Background: an optimization exercise with open tools, aiming at small area. Do not read the settings as production practice.
Function was checked by simulation only, so behaviour that the tests miss may differ from the original.
Power figures rest on the tool's default switching activity, not on a simulated workload.

Setup of alpha:
## simp_core
module simp_core (
    input  wire        clk,
    input  wire        rst,
    output wire [11:0] imem_addr,
    input  wire [47:0] imem_rdata,
    output wire [11:0] dmem_addr,
    input  wire [31:0] dmem_rdata,
    output wire        dmem_we,
    output wire [31:0] dmem_wdata,
    input  wire        irq2,
    output wire        dma_start,
    output wire        dma_write,
    output wire [6:0]  dma_sector,
    output wire [11:0] dma_buffer,
    output wire        fb_we,
    output wire [15:0] fb_addr,
    output wire [7:0]  fb_data,
    output wire [31:0] leds,
    output wire [31:0] display7seg,
    output reg         halted,
    output reg         faulted
);
For scale: roughly 250 I/O pins, about 75000 µm² of cells after synthesis.
Settings: LEC_CHECK=0, CAP_MARGIN=30, CORE_MARGIN=2, CORE_UTILIZATION=50, CTS_BUF_LIST=sky130_fd_sc_hd__clkbuf_4 sky130_fd_sc_hd__clkbuf_8, SLEW_MARGIN=30; clock period 16.0 ns.
standard.sh (not shown) runs the stock make flow with config.mk's settings and CLKGATE_MAP_FILE= SYNTH_SCRIPT=/design/flow/synth_recipe.tcl, a recipe that flattens the netlist after the stock synthesis.
==> flow/flow/run.sh <==
#!/bin/bash
# Own layout flow: the standard flow (standard.sh), with
#  1. synthesis through flow/synth.tcl (standard synthesis, area-oriented ABC
#     mapping of the combinational logic; registers unchanged),
#  2. port buffers of the smallest buffer cell, and
#  3. clock tree synthesis without dummy loads, with clkbuf_4/clkbuf_8.
# Each step's full output goes to a log file in the work folder.
set -euo pipefail
W=$(pwd)
bash standard.sh "SYNTH_SCRIPT=$W/flow/synth.tcl" synth > "$W/flow_synth.log" 2>&1
bash standard.sh \
  "BUFFER_PORTS_ARGS=-buffer_cell sky130_fd_sc_hd__buf_1" \
  "CTS_ARGS=-sink_clustering_enable -repair_clock_nets -dont_use_dummy_load -sink_clustering_size 18 -sink_clustering_max_diameter 45 -buf_list {sky130_fd_sc_hd__clkbuf_4 sky130_fd_sc_hd__clkbuf_8}" \
  finish > "$W/flow_layout.log" 2>&1
test -f "$W/out/final.def"
==> flow/flow/abc_area_nf.script <==
&get -n
&st
&dch -p -f
&nf -p -R 50
&put
==> flow/flow/synth.tcl <==
# The standard synthesis script (synth_recipe.tcl), with one change: the
# combinational logic is mapped by ABC with an area-oriented script
# (abc_area_nf.script beside this file) instead of ORFS's delay script.
# Registers are mapped exactly as in the standard synthesis (dfflibmap runs
# before abc), so the layout keeps the standard synthesis's registers.
set my_abc_script [file join [file dirname [file normalize [info script]]] abc_area_nf.script]
proc synth {args} { yosys synth -nofsm -noshare {*}$args }
proc abc {args} {
  global my_abc_script
  set i [lsearch -exact $args -script]
  if {$i >= 0} {
    set args [lreplace $args [expr {$i + 1}] [expr {$i + 1}] $my_abc_script]
  }
  puts "synth.tcl: abc $args"
  yosys abc {*}$args
}
source $::env(SCRIPTS_DIR)/synth.tcl
# left out here: clear keep_hierarchy, flatten, clean up, hide names made inside functions, write 1_2_yosys.v
Per the final summary, alpha finished and its layout is clean on timing, DRC and antenna.
[inputs] beta vs alpha
# alpha
export LEC_CHECK = 0
export CAP_MARGIN = 30
export CORE_MARGIN = 2
export CORE_UTILIZATION = 50
export CTS_BUF_LIST = sky130_fd_sc_hd__clkbuf_4 sky130_fd_sc_hd__clkbuf_8
export SLEW_MARGIN = 30
create_clock -name core_clock -period 16.0 [get_ports {clk}]
# beta
export LEC_CHECK = 0
export CAP_MARGIN = 50
export CORE_MARGIN = 2
export CORE_UTILIZATION = 45
export CTS_BUF_LIST = sky130_fd_sc_hd__clkbuf_4 sky130_fd_sc_hd__clkbuf_8
export SLEW_MARGIN = 50
create_clock -name core_clock -period 16.0 [get_ports {clk}]
-- flow/flow/run.sh --
<<< alpha, line 12
  "BUFFER_PORTS_ARGS=-buffer_cell sky130_fd_sc_hd__buf_1" \
  "CTS_ARGS=-sink_clustering_enable -repair_clock_nets -dont_use_dummy_load -sink_clustering_size 18 -sink_clustering_max_diameter 45 -buf_list {sky130_fd_sc_hd__clkbuf_4 sky130_fd_sc_hd__clkbuf_8}" \
  finish > "$W/flow_layout.log" 2>&1
>>> beta, line 12
  "BUFFER_PORTS_ARGS=-buffer_cell sky130_fd_sc_hd__buf_1" \
  "CTS_ARGS=-sink_clustering_enable -repair_clock_nets -dont_use_dummy_load -sink_clustering_size 14 -sink_clustering_max_diameter 40 -buf_list {sky130_fd_sc_hd__clkbuf_4 sky130_fd_sc_hd__clkbuf_8}" \
  finish > "$W/flow_layout.log" 2>&1
==> flow/flow/abc_area_nf.script <==
&get -n
&st
&dch -p -f
&nf -p -R 20
&put
[summary]
- Share of cell area taken by multi-input logic gates: alpha vs beta — no meaningful difference
- beta has ratio of final minimum period to clock period below what alpha had.
- In the metrics for alpha and beta, the one carrying the lower utilization is beta.
- Area of all placed cells without fillers in beta is 2000 µm² above alpha.
- The final reports for beta and alpha show total internal power higher in the former.
- Cmp alpha and beta / layout-stage area growth over the synthesis result / higher: beta
- Number of buffers other than clock buffers in the final layout in beta vs alpha: up 35
- Die area deteriorates in beta relative to alpha.
- Worst setup slack after placement in beta is 0.78 ns above alpha.
Modified inputs, gamma compared to beta
# beta
export LEC_CHECK = 0
export CAP_MARGIN = 50
export CORE_MARGIN = 2
export CORE_UTILIZATION = 45
export CTS_BUF_LIST = sky130_fd_sc_hd__clkbuf_4 sky130_fd_sc_hd__clkbuf_8
export SLEW_MARGIN = 50
create_clock -name core_clock -period 16.0 [get_ports {clk}]
# gamma
export LEC_CHECK = 0
export CAP_MARGIN = 30
export CORE_MARGIN = 2
export CORE_UTILIZATION = 50
export CTS_BUF_LIST = sky130_fd_sc_hd__clkbuf_4 sky130_fd_sc_hd__clkbuf_8
export SLEW_MARGIN = 30
create_clock -name core_clock -period 16.0 [get_ports {clk}]
Notes after the runs:
- gamma went all the way through synthesis, placement and routing and the layout is clean on timing, DRC and antenna.
- Higher worst setup slack after placement goes to beta over gamma.
- gamma and beta ended up with roughly the same worst hold slack.
- From beta to gamma the numbers moved as follows: total CTS buffers down 2, global-route wire length before repair down 15000 µm, non-filler instance count after layout down 190, data arrival at the endpoint of the critical path up 3.95 ns.
- Taking beta as the reference point, the time the worst path needs with I/O delays and setup of gamma rises by 0.18 ns.
- Compared with beta, gamma ends up with less cell area.
The inputs of delta differ from those of gamma as listed below.
==> flow/flow/abc_area_nf.script <==
&get -n
&st
&dch -p -f
&nf -p -R 50
&put
Findings:
delta vs. gamma: latest clock arrival within the worst-skew pair lower, fraction of the core area covered by cells at the end of the flow -0.45 points, setup slack dropped 0.29 ns.
Final instance area improves in delta relative to gamma.
NOTE count of unique library cells instantiated by Yosys gamma->delta decreased slightly
Taking gamma as the reference point, the hold slack of delta rises by 0.0090 ns.

-- separate check: timing with driven ports --
No port has a modelled driver above. Below, the same layouts with a new extraction and two added sets of constraints.
Step 1: set_driving_cell puts a clkbuf_16 on clk and a buf_2 on each other input, an assumption about the parent block.
Step 2, shift: input delay + t, output delay - t, t = (earliest + latest rising clock arrival at the registers) / 2. This alone moves slack from input paths to output paths.
a / b / c = ideal ports / drivers / drivers and shift; a / b = the first two.
run	t, ns	slack for setup (ns)	clock arrival spread, ns
alpha	0.994	1.258 / 1.180 / 0.186	0.191 / 0.191
beta	1.042	1.651 / 1.629 / 1.399	0.151 / 0.151
gamma	1.012	1.468 / 1.509 / 0.497	0.181 / 0.181
delta	0.988	1.182 / 1.124 / 0.136	0.176 / 0.176
After both steps setup and hold are still met in every run listed. The setup slack of alpha, which loses most, moves by -0.078 ns with the drivers and by -1.072 ns with both steps.
